This design comes from an exercise in tuning for small area, a short achievable clock period and few clock cycles on the open sky130 flow, not from production work.
RTL that was checked went through simulation tests only; none was proved equivalent to the original.
Power is estimated from default activity; no workload was simulated.

Setup of main:
Design psiframe_pkt, start of the top module:
module psiframe_pkt (
  input  wire        clk,
  input  wire        rst,             
  input  wire        cmd_valid,
  input  wire [63:0] cmd,
  output wire        cmd_ready,
  output wire        ev_valid,
  output wire [9:0]  ev,
  output wire [41:0] ev_pcr,
  input  wire        ev_ready,
  output wire        idle,
  output wire [63:0] st
);
Size: roughly 1,600 cells after synthesis, roughly 430 flip-flops, ~190 I/O pins, ~17,000 µm² of cells after synthesis.
Settings: LEC_CHECK=0, CAP_MARGIN=20, CORE_MARGIN=2, CORE_UTILIZATION=65, SLEW_MARGIN=20; clock period 10.0 ns.
standard.sh (not shown) runs the stock make flow with config.mk's settings and CLKGATE_MAP_FILE= SYNTH_SCRIPT=/design/flow/synth_recipe.tcl, a recipe that flattens the netlist after the stock synthesis.
==> flow/flow/run.sh <==
#!/bin/bash
# Own layout flow: the standard synthesis unchanged (standard.sh synth),
# then the standard layout (standard.sh) with extra make settings:
#  - BUFFER_PORTS_ARGS: every input and output port still gets its buffer, but
#    a plain sky130_fd_sc_hd__buf_2 instead of the delay buffer picked by default;
#  - CTS_ARGS: ORFS's own clock-tree options, without the dummy loads that CTS
#    adds to even out its leaf buffers' loads.
# Each tool's full output stays in this folder: make's output in flow_*.log,
# and ORFS's per-step logs under orfs/logs/.
set -uo pipefail
MARGIN=$(cat flow/margin.txt 2>/dev/null || echo 6.5)
bash standard.sh synth > flow_synth.log 2>&1 || { tail -50 flow_synth.log; exit 1; }
bash standard.sh "SETUP_SLACK_MARGIN=$MARGIN" \
  "BUFFER_PORTS_ARGS=-buffer_cell sky130_fd_sc_hd__buf_2" \
  "CTS_ARGS=-sink_clustering_enable -repair_clock_nets -dont_use_dummy_load" \
  finish > flow_layout.log 2>&1 || { tail -50 flow_layout.log; exit 1; }
tail -5 flow_layout.log
==> flow/flow/margin.txt <==
6.5
main went all the way through the flow, and no timing, DRC or antenna check failed.
> inputs changed (main -> the feature branch)
--- a/flow/design.v
+++ b/flow/design.v
@@ -41,29 +41,29 @@
   reg        cfe;          
   reg [31:0] cf;           
   reg        J;            
   reg [2:0]  gk;
   reg [7:0]  gd;           
   reg        gpe;          
   reg        evv;
   reg [9:0]  evq;
   reg        evpep;        
   reg        idle_q;
-  reg [33:0] dq;
+  reg [32:0] dq;
   reg [6:0]  drem;
   reg [1:0]  p10;          
-  reg [4:0]  dcnt;         
+  reg [5:0]  dcnt;         
   reg        dinv;         
   assign cmd_ready = crdy;
   assign ev_valid  = evv;
   assign ev        = evq;
-  assign ev_pcr    = {drem[5:0], dq, p10};
+  assign ev_pcr    = {drem, dq, p10};
   assign idle      = idle_q;
   assign st = {32'hFFFFFFFF, 1'b0, pkleft, 15'd0, pcrv, 1'b0, fault, mode};
   wire [7:0] iop  = cmd[63:56];
   wire       iunk = (|iop[7:6]) | (|iop[4:3]) |
                     (iop[5] ? (iop[2] & iop[1]) : (|iop[2:1]));
   wire [3:0] icop = {iop[5], iop[2:0]};
   wire ia = |cmd[55:42], ib = |cmd[41:32], ic = |cmd[31:24], id = |cmd[23:17],
        ie = |cmd[16:13], ih = |cmd[12:8], ig = |cmd[7:0];
   reg irsv;
   always @(*) begin
@@ -169,32 +169,29 @@
   wire xg    = go & ok;                            
   wire do_ab = go & (fm ? abw : (ok & is_abort));  
   wire last_byte = pkleft == 8'd1;
   wire x_open  = xg & is_open;
   wire x_byte  = xg & is_byte;
   wire x_fill  = xg & is_fill;
   wire x_add   = xg & is_add;
   wire x_drop  = xg & is_drop;
   wire x_ld    = xg & is_ld;
   wire x_close = x_fill | (x_byte & last_byte);  
-  wire [7:0] dt1  = {drem, dq[33]};
-  wire       dq1  = dt1 >= 8'd75;
-  wire [6:0] dr1  = dq1 ? dt1 - 8'd75 : dt1[6:0];
-  wire [7:0] dt0  = {dr1, dq[32]};
-  wire       dq0  = dt0 >= 8'd75;
-  wire [6:0] drem0 = dq0 ? dt0 - 8'd75 : dt0[6:0];
-  wire [7:0] ut0  = {1'b0, drem} + (dq[0] ? 8'd75 : 8'd0);
-  wire [7:0] ut1  = {1'b0, ut0[7:1]} + (dq[1] ? 8'd75 : 8'd0);
+  wire [7:0] dt   = {drem, dq[32]};
+  wire       dqb  = dt >= 8'd75;
+  wire [7:0] dts  = dt - 8'd75;
+  wire [6:0] dr   = dqb ? dts[6:0] : dt[6:0];
+  wire [7:0] ut   = {1'b0, drem} + (dq[0] ? 8'd75 : 8'd0);
   wire [32:0] base = dq[32:0];
   wire [8:0]  ext  = {drem, p10};
   wire [47:0] pcr_field = {base, 6'b111111, ext};
-  wire        ddone = dcnt == 5'd0;
+  wire        ddone = dcnt == 6'd0;
   wire        dfwd  = ddone & !dinv;                
   wire [3:0] ccf  = np0 ? ccr - 4'd1 : ccr;
   wire [7:0] aflen = 8'd183 - np;
   reg  [7:0] open_byte;
   reg        open_wait;
   always @(*) begin
     open_wait = 1'b0;
     case (gd[3:0])
       4'd0: open_byte = 8'h47;
       4'd1: open_byte = {1'b0, pusi, tp, pid[12:8]};
@@ -314,40 +311,37 @@
       pos <= pos + 4'd1;
     if (crdy)
       found <= 1'b0;
     else if (searching && m_any)
       found <= 1'b1;
     gk  <= n_k;
     gd  <= n_d;
     gpe <= n_pe;
     if (ofree) evq <= cur;
     if (crdy && cmd_valid && iop == 8'h22) begin
-      dq   <= cmd[35:2];                            
-      drem <= {1'b0, cmd[41:36]};
+      dq   <= cmd[34:2];                            
+      drem <= cmd[41:35];
       p10  <= cmd[1:0];
-      dcnt <= 5'd0;
-      dinv <= 1'b1;
-    end else if (x_ld) begin
-      dcnt <= 5'd17;
+      dcnt <= 6'd33;
       dinv <= 1'b0;
     end else if (c_adv && gk == G_OPEN && gd[3:0] == 4'd11 && pcrf) begin
-      dcnt <= 5'd17;                                
+      dcnt <= 6'd33;                                
       dinv <= 1'b1;
     end else if (!ddone) begin
       if (dinv) begin
-        dq   <= {ut1[0], ut0[0], dq[33:2]};
-        drem <= ut1[7:1];
+        dq   <= {ut[0], dq[32:1]};
+        drem <= ut[7:1];
       end else begin
-        dq   <= {dq[31:0], dq1, dq0};
-        drem <= drem0;
+        dq   <= {dq[31:0], dqb};
+        drem <= dr;
       end
-      dcnt <= dcnt - 5'd1;
+      dcnt <= dcnt - 6'd1;
     end
     if (pos15)
       wpend <= 1'b0;                                
     if (do_ab) begin
       mode   <= M_IDLE;
       fault  <= 4'd0;
       pcrv   <= 1'b0;
       pkleft <= 8'd0;
       pkopen <= 1'b0;
       wpend  <= 1'b0;
@@ -381,21 +375,21 @@
       pkleft <= 8'd0;
       pkopen <= 1'b0;
       wpend  <= 1'b0;
       crdy   <= 1'b1;
       cv     <= 1'b0;
       J      <= 1'b1;
       gk     <= G_IDLE;
       evv    <= 1'b0;
       evpep  <= 1'b0;
       idle_q <= 1'b1;
-      dcnt   <= 5'd0;
+      dcnt   <= 6'd0;
       dinv   <= 1'b0;
       sc     <= 3'd0;
     end else begin
       crdy   <= n_crdy;
       cv     <= n_cv;
       J      <= n_J;
       evv    <= n_evv;
       evpep  <= n_evpep;
       idle_q <= !n_cv && n_k == G_IDLE && !n_evv;
     end
[summary]
Of the feature branch and main, the run reporting the lower cell count was the feature branch.
In the metrics for the feature branch and main, the one carrying the higher multi-input logic area is main.
Compound-gate portion of the synthesized area in the feature branch is 1.7 points lower than in main
Changes observed in the feature branch relative to main: first-iteration DRC count went down by 20%, post-synthesis cell count went down by 101, share of cell area taken by multi-input logic gates went down by 2.7 points, cell internal power dissipation went down by 6.8%.
Diff main -> the feature branch: first-pass GRT wire length -about 9%, critical path depth moved up, setup slack shows an increase of 0.051 ns.
Testbench counts of the feature branch, summed over its fixed seeds: cycles 233,424.
The RTL of main was laid out without a check of its function.

psiframe_pkt with an RTL version that a note above also has.
Size in the first run: about 1500 cells after synthesis, roughly 430 flip-flops, about 190 I/O pins, about 16000 um2 of cells after synthesis.
clock: 10.0 ns
lec_check: 0
cap_margin: 20
core_margin: 2
core_utilization: 65
slew_margin: 20
==> flow/flow/run.sh <==
#!/bin/bash
# Own layout flow: the standard synthesis unchanged (standard.sh synth),
# then the standard layout (standard.sh) with extra make settings:
#  - BUFFER_PORTS_ARGS: every input and output port still gets its buffer, but
#    a plain sky130_fd_sc_hd__buf_2 instead of the delay buffer picked by default;
#  - CTS_ARGS: ORFS's own clock-tree options with clkbuf_8 buffers, without the dummy loads that CTS
#    adds to even out its leaf buffers' loads.
# Each tool's full output stays in this folder: make's output in flow_*.log,
# and ORFS's per-step logs under orfs/logs/.
set -uo pipefail
MARGIN=$(cat flow/margin.txt 2>/dev/null || echo 6.5)
bash standard.sh synth > flow_synth.log 2>&1 || { tail -50 flow_synth.log; exit 1; }
bash standard.sh "SETUP_SLACK_MARGIN=$MARGIN" \
  "BUFFER_PORTS_ARGS=-buffer_cell sky130_fd_sc_hd__buf_2" \
  "CTS_ARGS=-sink_clustering_enable -repair_clock_nets -dont_use_dummy_load -buf_list sky130_fd_sc_hd__clkbuf_8" \
  finish > flow_layout.log 2>&1 || { tail -50 flow_layout.log; exit 1; }
tail -5 flow_layout.log
==> flow/flow/margin.txt <==
6.75
Testbench counts at the start, summed over its fixed seeds: cycles 233,424.
Next try:
--- a/flow/design.v
+++ b/flow/design.v
@@ -34,20 +34,22 @@
   reg [12:0] rp[0:15];
   reg [3:0]  rc[0:15];
   reg        crdy;
   reg        cv;
   reg        cunk;         
   reg [3:0]  cop;
   reg        crsv;         
   reg        cfe;          
   reg [31:0] cf;           
   reg        J;            
+  reg        addq;         
+  reg        dropq;        
   reg [2:0]  gk;
   reg [7:0]  gd;           
   reg        gpe;          
   reg        evv;
   reg [9:0]  evq;
   reg        evpep;        
   reg        idle_q;
   reg [32:0] dq;
   reg [6:0]  drem;
   reg [1:0]  p10;          
@@ -152,35 +154,35 @@
   wire ok    = !fm & (fcode == 4'd0);
   wire pos15 = pos == 4'd15;
   reg rdy;
   always @(*) begin
     rdy = 1'b1;
     if (fm)
       rdy = !abw | !pkopen | pos15;
     else if (!cunk && !rsv && midle && (is_add || is_drop || is_open) && !sdone)
       rdy = 1'b0;
     else if (ok && is_add)
-      rdy = !rv[15];
+      rdy = addq & !rv[15];
     else if (ok && is_drop)
-      rdy = pos15;
+      rdy = dropq & pos15;
     else if (ok && is_abort)
       rdy = !pkopen | pos15;
   end
   wire go    = cv & J & rdy;
   wire xg    = go & ok;                            
   wire do_ab = go & (fm ? abw : (ok & is_abort));  
   wire last_byte = pkleft == 8'd1;
   wire x_open  = xg & is_open;
   wire x_byte  = xg & is_byte;
   wire x_fill  = xg & is_fill;
-  wire x_add   = xg & is_add;
-  wire x_drop  = xg & is_drop;
+  wire x_add   = cv & J & addq & !rv[15];
+  wire x_drop  = cv & J & dropq & pos15;
   wire x_ld    = xg & is_ld;
   wire x_close = x_fill | (x_byte & last_byte);  
   wire [7:0] dt   = {drem, dq[32]};
   wire       dqb  = dt >= 8'd75;
   wire [7:0] dts  = dt - 8'd75;
   wire [6:0] dr   = dqb ? dts[6:0] : dt[6:0];
   wire [7:0] ut   = {1'b0, drem} + (dq[0] ? 8'd75 : 8'd0);
   wire [32:0] base = dq[32:0];
   wire [8:0]  ext  = {drem, p10};
   wire [47:0] pcr_field = {base, 6'b111111, ext};
@@ -265,24 +267,23 @@
                        : (adv ? c_d : gd);
   wire       n_pe = go ? last_byte : gpe;
   wire [9:0] cur  = go ? s_cur : c_cur;
   wire       c_adv = !go & ofree & c_has;         
   wire n_evv   = ofree ? (go ? (s_k != G_IDLE) : c_has) : evv;
   wire n_evpep = ofree ? (!go && c_has && gk == G_PE && pkpcrv) : evpep;
   wire n_J     = n_k == G_IDLE;
   wire n_cv    = crdy ? cmd_valid : (go ? x_open : (cv & !(c_adv & open_done)));
   wire n_hold  = crdy ? holds(icop) : holds(cop);
   wire [3:0] n_cop = crdy ? icop : cop;
-  wire n_pkpcrv = x_open ? pcrf : pkpcrv;
+  wire n_pkpcrv = pkpcrv | (is_open & pcrf);       
   wire n_pep   = n_evpep |
-                 (n_pkpcrv & ((n_k == G_FILL) | (n_k == G_PE) | ((n_k == G_BYTE) & n_pe) |
-                              (n_cv & (mode == M_PKT) & (n_cop == C_FILL ||
+                 (n_pkpcrv & (!n_J | (n_cv & (mode == M_PKT) & (n_cop == C_FILL ||
                                        (n_cop == C_BYTE && pkleft <= 8'd2)))));
   wire n_crdy  = (!n_cv | (n_J & !n_hold)) & !n_pep;
   wire addw = x_add;                                
   wire dropw = x_drop;                              
   wire restore = do_ab & pkopen;
   wire ccw  = pos15 & (wpend | restore);
   wire [3:0] ccwv = restore ? ccr : ccr + 4'd1;
   integer j;
   always @(posedge clk) begin
     if (crdy) begin
@@ -369,29 +370,33 @@
       pkopen <= 1'b0;
     end
     if (rst) begin
       mode   <= M_IDLE;
       fault  <= 4'd0;
       pcrv   <= 1'b0;
       pkleft <= 8'd0;
       pkopen <= 1'b0;
       wpend  <= 1'b0;
       crdy   <= 1'b1;
+      addq   <= 1'b0;
+      dropq  <= 1'b0;
       cv     <= 1'b0;
       J      <= 1'b1;
       gk     <= G_IDLE;
       evv    <= 1'b0;
       evpep  <= 1'b0;
       idle_q <= 1'b1;
       dcnt   <= 6'd0;
       dinv   <= 1'b0;
       sc     <= 3'd0;
     end else begin
       crdy   <= n_crdy;
+      addq   <= cv & is_add & sdone & ok & !x_add;
+      dropq  <= cv & is_drop & sdone & ok & !x_drop;
       cv     <= n_cv;
       J      <= n_J;
       evv    <= n_evv;
       evpep  <= n_evpep;
       idle_q <= !n_cv && n_k == G_IDLE && !n_evv;
     end
   end
 endmodule
After rerunning: The new run produced a clean layout; sequential share of layout area hardly moves; first-iteration DRC count climbs by 25%; fmax is about the same; utilization decreases by 0.17 points; clock-buffer cell count shrinks by 1; global-route usage went up by 1.2 points; synthesized cell count goes up by 3.9%; via count goes up by 4.9%; synthesized area goes up by 1.9%; non-clock buffer count shrinks by 2; design area is higher by 0.65%; final cell count grows by 2.3%; worst hold slack improved by 21 ps.
Only the layout flow was run in the second run of this note; the RTL was not checked for function there.

-- re-timing with driven ports --
Ports are ideal in the flow. The routed layouts listed here were re-timed in OpenROAD.
Step 1 (the two cells are an assumption about what drives the block):
set clk [get_ports {clk}]
set_driving_cell -lib_cell sky130_fd_sc_hd__clkbuf_16 $clk
set_driving_cell -lib_cell sky130_fd_sc_hd__buf_2 [delete_from_list [all_inputs] $clk]
Step 2 moves the port delays by t, midway between the first and last clock arrival at a register: inputs arrive t later, outputs are due t later. That takes back most of the time a late clock gives input paths.
Three values: ideal, step 1, step 2; two values: the first two.
| run | t (ns) | slack for setup (ns) | worst data-port slew with drivers (ns) |
|---|---|---|---|
| main | 0.572 | 6.510 / 6.506 / 5.969 | 0.03 |
| the feature branch | 0.568 | 6.561 / 6.542 / 6.085 | 0.04 |
| the first run of note 2 | 0.596 | 6.759 / 6.736 / 6.198 | 0.04 |
| the second run of note 2 | 0.585 | 6.762 / 6.730 / 6.179 | 0.05 |
After both steps every run listed still meets setup and hold. For the second run of note 2, which loses most, drivers alone change the setup slack by -0.032 ns; drivers and shift together by -0.583 ns.
